Context: an optimization exercise on an open-source flow, tuned for small area, a short achievable clock period and few clock cycles per item. The choices shown serve that exercise and are no tape-out recipe. At most, simulation tests tie the RTL to the original design; equivalence was not proved. Power is estimated from default activity; no workload was simulated.

==> job 5406: inputs <==
// radio_mode_fsm
module radio_mode_fsm #(
    parameter [7:0]  CHANNEL_RESET = 8'h0B,
    parameter [15:0] CCACFG_RESET  = 16'h0000
) (
    input  wire        clk,
    input  wire        rst,             
    input  wire        in_valid,
    output wire        in_ready,
    input  wire        in_kind,         
    input  wire [31:0] in_word,
    input  wire [31:0] in_arg,
    input  wire        in_abortable,    
    input  wire        in_ack_req,      
    input  wire [31:0] pool_handle,
    output wire        pool_take,
    output wire        rsp_valid,
    output wire [31:0] rsp_word,
    output wire        out_valid,
    output wire [31:0] out_w0,
    output wire [31:0] out_w1,
    output wire [1:0]  need,
    output reg  [7:0]  hw_channel,
    output reg  [15:0] hw_cca,
    output wire [7:0]  fault
);
Settings: LEC_CHECK=0, CAP_MARGIN=20, CORE_MARGIN=2, CORE_UTILIZATION=40, PLACE_DENSITY=0.6, SLEW_MARGIN=20; clock period 8.0 ns.
standard.sh (not shown) runs the stock make flow with config.mk's settings and CLKGATE_MAP_FILE= SYNTH_SCRIPT=/design/flow/synth_recipe.tcl, a recipe that flattens the netlist after the stock synthesis.
==> flow/flow/run.sh <==
#!/bin/bash
# The standard layout (standard.sh), with every port buffered by a
# sky130_fd_sc_hd__buf_1 instead of the cell buffer_ports picks by default.
set -euo pipefail
export BUFFER_PORTS_ARGS="-buffer_cell sky130_fd_sc_hd__buf_1"
bash standard.sh > standard.log 2>&1
==> inputs of job 5748, as changes to job 5406 <==
==> flow/run.sh (new file) <==
#!/bin/bash
# synth_recipe.tcl (not shown) runs the flow's synth.tcl, then flattens the netlist and writes it again
# the make line also repeats each setting of config.mk as NAME=value (left out here)
make -C /OpenROAD-flow-scripts/flow DESIGN_CONFIG=/design/flow/config.mk WORK_HOME=/design/flow/orfs CLKGATE_MAP_FILE= SYNTH_SCRIPT=/design/flow/synth_recipe.tcl finish
Settings changed: SETUP_SLACK_MARGIN set to 4.5.
removed: flow/flow/run.sh
removed: flow/standard.sh
==> inputs of job 7059, as changes to job 5406 <==
==> flow/run.sh (new file) <==
#!/bin/bash
# synth_recipe.tcl (not shown) runs the flow's synth.tcl, then flattens the netlist and writes it again
# the make line also repeats each setting of config.mk as NAME=value (left out here)
make -C /OpenROAD-flow-scripts/flow DESIGN_CONFIG=/design/flow/config.mk WORK_HOME=/design/flow/orfs CLKGATE_MAP_FILE= SYNTH_SCRIPT=/design/flow/synth_recipe.tcl finish
removed: flow/flow/run.sh
removed: flow/standard.sh
==> comparison <==
In flip-flop and latch count, job 5406 and job 5748 do not differ.
In area after synthesis, job 7059 and job 5748 do not differ.
Of job 7059 and job 5406, job 7059 has the higher total power (gap about 3%, measured against job 5406).
Of job 7059 and job 5748, job 5748 has the higher core utilization (gap 6.9 points).
Synthesized cell count is the same in job 5406 and job 5748.
Non-clock buffer count: job 5406 is lower than job 5748 (112).
Critical path depth: job 5748 is higher than job 7059 (2).
In sequential power, job 5406 and job 7059 hardly differ.
Global-route usage: job 5406 < job 7059 < job 5748.
Against job 7059, the final cell count of job 5748 is higher by 6.5%.
No functional check of the RTL was part of any run of this note.

========
==> job 2541: inputs <==
Another version of the RTL of radio_mode_fsm (not shown whole).
==> flow/design.v (excerpt) <==
module radio_mode_fsm #(
    parameter [7:0]  CHANNEL_RESET = 8'h0B,
    parameter [15:0] CCACFG_RESET  = 16'h0000
) (
    input  wire        clk,
    input  wire        rst,             
    input  wire        in_valid,
    output wire        in_ready,
    input  wire        in_kind,         
    input  wire [31:0] in_word,
    input  wire [31:0] in_arg,
    input  wire        in_abortable,    
    input  wire        in_ack_req,      
    input  wire [31:0] pool_handle,
    output wire        pool_take,
    output wire        rsp_valid,
    output wire [31:0] rsp_word,
    output wire        out_valid,
    output wire [31:0] out_w0,
    output wire [31:0] out_w1,
    output wire [1:0]  need,
    output reg  [7:0]  hw_channel,
    output reg  [15:0] hw_cca,
    output wire [7:0]  fault
);
export LEC_CHECK = 0
export ABC_AREA = 1
export CAP_MARGIN = 20
export CORE_MARGIN = 2
export CORE_UTILIZATION = 50
export CTS_BUF_LIST = sky130_fd_sc_hd__clkbuf_4
export PLACE_DENSITY = 0.65
export SETUP_SLACK_MARGIN = 5.0
export SLEW_MARGIN = 20
create_clock -name core_clock -period 8.0 [get_ports {clk}]
==> flow/flow/run.sh <==
#!/bin/bash
# The standard layout (standard.sh), with every port buffered by a
# sky130_fd_sc_hd__buf_1 instead of the cell buffer_ports picks by default.
set -euo pipefail
export BUFFER_PORTS_ARGS="-buffer_cell sky130_fd_sc_hd__buf_1"
bash standard.sh > standard.log 2>&1
==> inputs of job 596, as changes to job 2541 <==
--- a/flow/design.v
+++ b/flow/design.v
@@ -55,16 +55,17 @@
     reg         cs_held;
     reg  [2:0]  fault_r;
     reg  [3:0]  evq [0:15];          
     reg  [4:0]  evq_tail;            
     reg  [3:0]  evq_head;
     reg  [4:0]  evq_count;           
     reg  [3:0]  evq_last;            
     reg         ed_held;             
+    reg  [7:0]  energy;
     reg         ready_r;
     reg         ok_r;                
     reg         take_r;
     reg         rsp_v;
     reg  [3:0]  rsp_lo;
     reg  [3:0]  rsp_hi;
     reg         rec_v;
     reg  [2:0]  rec_type;
@@ -131,21 +132,19 @@
     wire dev   = acc_ev && !cs_held;             
     wire enq   = acc_ev && cs_held;              
     wire qev   = drain || (c_CSX && queued);     
     wire evgo  = dev || qev;
     wire [3:0] ecode = (ready_r && in_kind) ? dcode : qcode;
     wire eb    = ecode[0];
     wire paired = (dcode[3:1] == 3'b001) || (dcode[3:1] == 3'b010) ||
                   (dcode[3:1] == 3'b110) || (dcode[3:1] == 3'b111);
-    wire tsr_drop = evq_count != 5'd0 && evq_last == E_TSR && dcode != E_TSG;
     wire drop  = (dcode == E_ACK0) ||
                  (evq_count != 5'd0 && dcode[3:1] == evq_last[3:1] &&
-                  (paired || dcode[0] == evq_last[0])) ||
-                 tsr_drop;
+                  (paired || dcode[0] == evq_last[0]));
     wire store = enq && !drop;
     wire d_EDC = dcode[3:1] == 3'b110;
     reg        e_erl;           
     reg        e_fresh;         
     reg        e_chg;           
     reg  [4:0] e_state;
     reg        e_into;          
     reg        e_ts_set, e_ts_clr;
@@ -295,19 +294,17 @@
     wire rec           = acc ? (in_kind ? ev_now && e_rec : rec_K) : drain && e_rec;
     wire n_cs = c_CSE ? 1'b1 : c_CSX ? 1'b0 : cs_held;
     wire c_CHU = acc_cmd && cop == 5'h0A;
     wire c_CCU = acc_cmd && cop == 5'h0B;
     wire upd_channel = (pending_channel && into_set) || (c_CHU && inset);
     wire upd_cca     = (pending_cca && into_set) || (c_CCU && inset);
     wire n_pending_channel = (pending_channel && !into_set) || (c_CHU && !inset);
     wire n_pending_cca     = (pending_cca && !into_set) || (c_CCU && !inset);
-    wire ld_energy = enq && d_EDC && !ed_held;
-    wire ld_rec_lo = ld_energy || (rec && !(e_rtype == R_ED && !dev));
-    wire [7:0] n_rec_lo = (e_rtype == R_ED) ? in_word[7:0] : {6'd0, e_lo};
+    wire [7:0] n_rec_lo = (e_rtype == R_ED) ? (dev ? in_word[7:0] : energy) : {6'd0, e_lo};
     wire [3:0] n_rsp_hi = (cop == 5'h08) ? state_code : 4'd0;
     wire z23_8 = (in_word[23:8] == 16'd0);
     wire z7_1  = (in_word[7:1] == 7'd0);
     reg        ev_ok;
     always @* begin
         case (opc)
             8'h40, 8'h43, 8'h45, 8'h48, 8'h60, 8'h61: ev_ok = z23_8 && z7_1 && !b0;
             8'h41, 8'h42, 8'h44, 8'h47:               ev_ok = z23_8 && z7_1;
@@ -418,18 +415,19 @@
         if (acc_cmd && cop == 5'h03 && !txfam)
             job_ack_req <= in_ack_req;
         if (!txfam)
             job_frame <= (sED || sCCA) ? 32'd0 :
                          (sRXF && !(acc_cmd && cop == 5'h03)) ? rx_buffer : in_arg;
         rsp_lo      <= acc_cmd ? k_rsp : 4'd1;
         rsp_hi      <= n_rsp_hi;
         rec_type    <= e_rtype;
-        if (ld_rec_lo)
-            rec_lo <= n_rec_lo;
+        rec_lo      <= n_rec_lo;
         if (rx_none || (evgo && e_fresh))
             rx_buffer <= (acc_cmd && cop == 5'h09) ? in_arg : pool_handle;
-        if (enq && !tsr_drop)
+        if (enq && d_EDC && !ed_held)
+            energy <= in_word[7:0];
+        if (enq)
             evq_last <= dcode;
         if (store)
             evq[evq_tail[3:0]] <= dcode;
     end
 endmodule
==> flow/config.mk (replaced) <==
export PLATFORM = sky130hd
export DESIGN_NAME = radio_mode_fsm
export DESIGN_NICKNAME = radio_mode_fsm
export VERILOG_FILES = /design/flow/design.v
export SDC_FILE = /design/flow/constraint.sdc
export NUM_CORES = 4
export LEC_CHECK = 0
export ABC_AREA = 1
export CAP_MARGIN = 20
export CORE_MARGIN = 2
export CORE_UTILIZATION = 40
export PLACE_DENSITY = 0.6
export SETUP_SLACK_MARGIN = 5.0
export SLEW_MARGIN = 20
==> inputs of job 2034, as changes to job 2541 <==
--- a/flow/design.v
+++ b/flow/design.v
@@ -55,16 +55,17 @@
     reg         cs_held;
     reg  [2:0]  fault_r;
     reg  [3:0]  evq [0:15];          
     reg  [4:0]  evq_tail;            
     reg  [3:0]  evq_head;
     reg  [4:0]  evq_count;           
     reg  [3:0]  evq_last;            
     reg         ed_held;             
+    reg  [7:0]  energy;
     reg         ready_r;
     reg         ok_r;                
     reg         take_r;
     reg         rsp_v;
     reg  [3:0]  rsp_lo;
     reg  [3:0]  rsp_hi;
     reg         rec_v;
     reg  [2:0]  rec_type;
@@ -295,19 +296,17 @@
     wire rec           = acc ? (in_kind ? ev_now && e_rec : rec_K) : drain && e_rec;
     wire n_cs = c_CSE ? 1'b1 : c_CSX ? 1'b0 : cs_held;
     wire c_CHU = acc_cmd && cop == 5'h0A;
     wire c_CCU = acc_cmd && cop == 5'h0B;
     wire upd_channel = (pending_channel && into_set) || (c_CHU && inset);
     wire upd_cca     = (pending_cca && into_set) || (c_CCU && inset);
     wire n_pending_channel = (pending_channel && !into_set) || (c_CHU && !inset);
     wire n_pending_cca     = (pending_cca && !into_set) || (c_CCU && !inset);
-    wire ld_energy = enq && d_EDC && !ed_held;
-    wire ld_rec_lo = ld_energy || (rec && !(e_rtype == R_ED && !dev));
-    wire [7:0] n_rec_lo = (e_rtype == R_ED) ? in_word[7:0] : {6'd0, e_lo};
+    wire [7:0] n_rec_lo = (e_rtype == R_ED) ? (dev ? in_word[7:0] : energy) : {6'd0, e_lo};
     wire [3:0] n_rsp_hi = (cop == 5'h08) ? state_code : 4'd0;
     wire z23_8 = (in_word[23:8] == 16'd0);
     wire z7_1  = (in_word[7:1] == 7'd0);
     reg        ev_ok;
     always @* begin
         case (opc)
             8'h40, 8'h43, 8'h45, 8'h48, 8'h60, 8'h61: ev_ok = z23_8 && z7_1 && !b0;
             8'h41, 8'h42, 8'h44, 8'h47:               ev_ok = z23_8 && z7_1;
@@ -418,18 +417,19 @@
         if (acc_cmd && cop == 5'h03 && !txfam)
             job_ack_req <= in_ack_req;
         if (!txfam)
             job_frame <= (sED || sCCA) ? 32'd0 :
                          (sRXF && !(acc_cmd && cop == 5'h03)) ? rx_buffer : in_arg;
         rsp_lo      <= acc_cmd ? k_rsp : 4'd1;
         rsp_hi      <= n_rsp_hi;
         rec_type    <= e_rtype;
-        if (ld_rec_lo)
-            rec_lo <= n_rec_lo;
+        rec_lo      <= n_rec_lo;
         if (rx_none || (evgo && e_fresh))
             rx_buffer <= (acc_cmd && cop == 5'h09) ? in_arg : pool_handle;
+        if (enq && d_EDC && !ed_held)
+            energy <= in_word[7:0];
         if (enq && !tsr_drop)
             evq_last <= dcode;
         if (store)
             evq[evq_tail[3:0]] <= dcode;
     end
 endmodule
==> flow/flow/run.sh (replaced) <==
#!/bin/bash
# The standard layout (standard.sh), with every port buffered by a
# sky130_fd_sc_hd__buf_1 instead of the cell buffer_ports picks by default,
# and clock tree synthesis without dummy loads.
set -euo pipefail
export BUFFER_PORTS_ARGS="-buffer_cell sky130_fd_sc_hd__buf_1"
export CTS_ARGS="-sink_clustering_enable -repair_clock_nets -buf_list sky130_fd_sc_hd__clkbuf_4 -dont_use_dummy_load"
bash standard.sh > standard.log 2>&1
==> flow/config.mk (replaced) <==
export PLATFORM = sky130hd
export DESIGN_NAME = radio_mode_fsm
export DESIGN_NICKNAME = radio_mode_fsm
export VERILOG_FILES = /design/flow/design.v
export SDC_FILE = /design/flow/constraint.sdc
export NUM_CORES = 4
export LEC_CHECK = 0
export ABC_AREA = 1
export CAP_MARGIN = 20
export CORE_MARGIN = 2
export CORE_UTILIZATION = 50
export PLACE_DENSITY = 0.65
export SETUP_SLACK_MARGIN = 5.0
export SLEW_MARGIN = 20
==> notes.md <==
- Flip-flop and latch count is the same in job 2034 and job 596.
- First-iteration DRC count, lowest first: job 596, job 2541, job 2034.
- Clock skew, lowest first: job 596, job 2541, job 2034.
- Against job 2541, the sequential share of layout area of job 2034 is higher by 3.2 points.
- Power: job 2541 is larger than job 2034 (about 13%).
- Combinational power: job 596 > job 2034 > job 2541.
==> figures <==
Result of the run: job 596 complete, no violations; job 2034 complete, no violations; job 2541 complete, no violations
Number of rows created at floorplan: job 596 65; job 2034 57; job 2541 57
Clock group total power: job 596 1.33 mW; job 2034 0.818 mW; job 2541 1.20 mW
Critical Path Max Stage Delay: job 596 220 ps; job 2034 210 ps; job 2541 220 ps
Switching share of total power: job 596 0.253; job 2034 0.266; job 2541 0.261
Total cell area at the placement stage: job 596 13600 um2; job 2034 13300 um2; job 2541 13500 um2
Count of cells along the worst register-to-register path: job 596 15; job 2034 16; job 2541 13
Number of buffer and inverter instances along the worst setup path: job 596 6; job 2034 4; job 2541 4
Mux contribution to synthesized area: job 596 0.00237; job 2034 0.00162; job 2541 0.00728
Final-layout non-clock buffer area share: job 596 0.0788; job 2034 0.0759; job 2541 0.0793
Req. time, crit path: job 596 8260 ps; job 2034 8500 ps; job 2541 8610 ps
Clock input transition at the sequential cells of the worst setup and hold paths: job 596 60 ps; job 2034 50 ps; job 2541 70 ps
Sequential share of power: job 596 0.462; job 2034 0.556; job 2541 0.477
Testbench counts of job 596, summed over its fixed seeds: cycles 33,598, items 32,000.
Testbench counts of job 2034, summed over its fixed seeds: cycles 33,341, items 32,000.
Only the layout flow was run in job 2541; the RTL was not checked for function there.

[separate check: timing with driven ports]
In the flow no input, the clock included, has a driving cell. The finished layouts below were timed again as built, in two steps. Step 1 sets driving cells, clkbuf_16 on the clock port and buf_2 on the other inputs (assumed; they add their load-dependent delay and slew). Step 2 times the ports against the registers' clock, not the clock port: input delays grow and output delays shrink by t, the midpoint of the rising clock arrivals with the driver on. a / b / c = ideal / step 1 / step 2; a / b = the first two.
run | t (ns) | setup slack, ns | clock arrival spread, ns | slew at the worst register clock pin (ns)
job 5406 | 0.580 | 2.122 / 2.103 / 1.523 | 0.014 / 0.014 | 0.06 / 0.06
job 5748 | 0.588 | 3.759 / 3.640 / 3.052 | 0.017 / 0.016 | 0.06 / 0.06
job 7059 | 0.597 | 1.915 / 1.908 / 1.311 | 0.022 / 0.022 | 0.06 / 0.06
job 2541 | 0.693 | 4.904 / 4.886 / 4.193 | 0.049 / 0.049 | 0.07 / 0.07
job 596 | 0.609 | 4.863 / 4.857 / 4.248 | 0.016 / 0.016 | 0.06 / 0.06
job 2034 | 0.690 | 5.010 / 4.982 / 4.308 | 0.060 / 0.061 | 0.07 / 0.07
After both steps every run listed still meets setup and hold. The setup slack of job 2541, which loses most, moves by -0.018 ns with the drivers and by -0.711 ns with both steps.
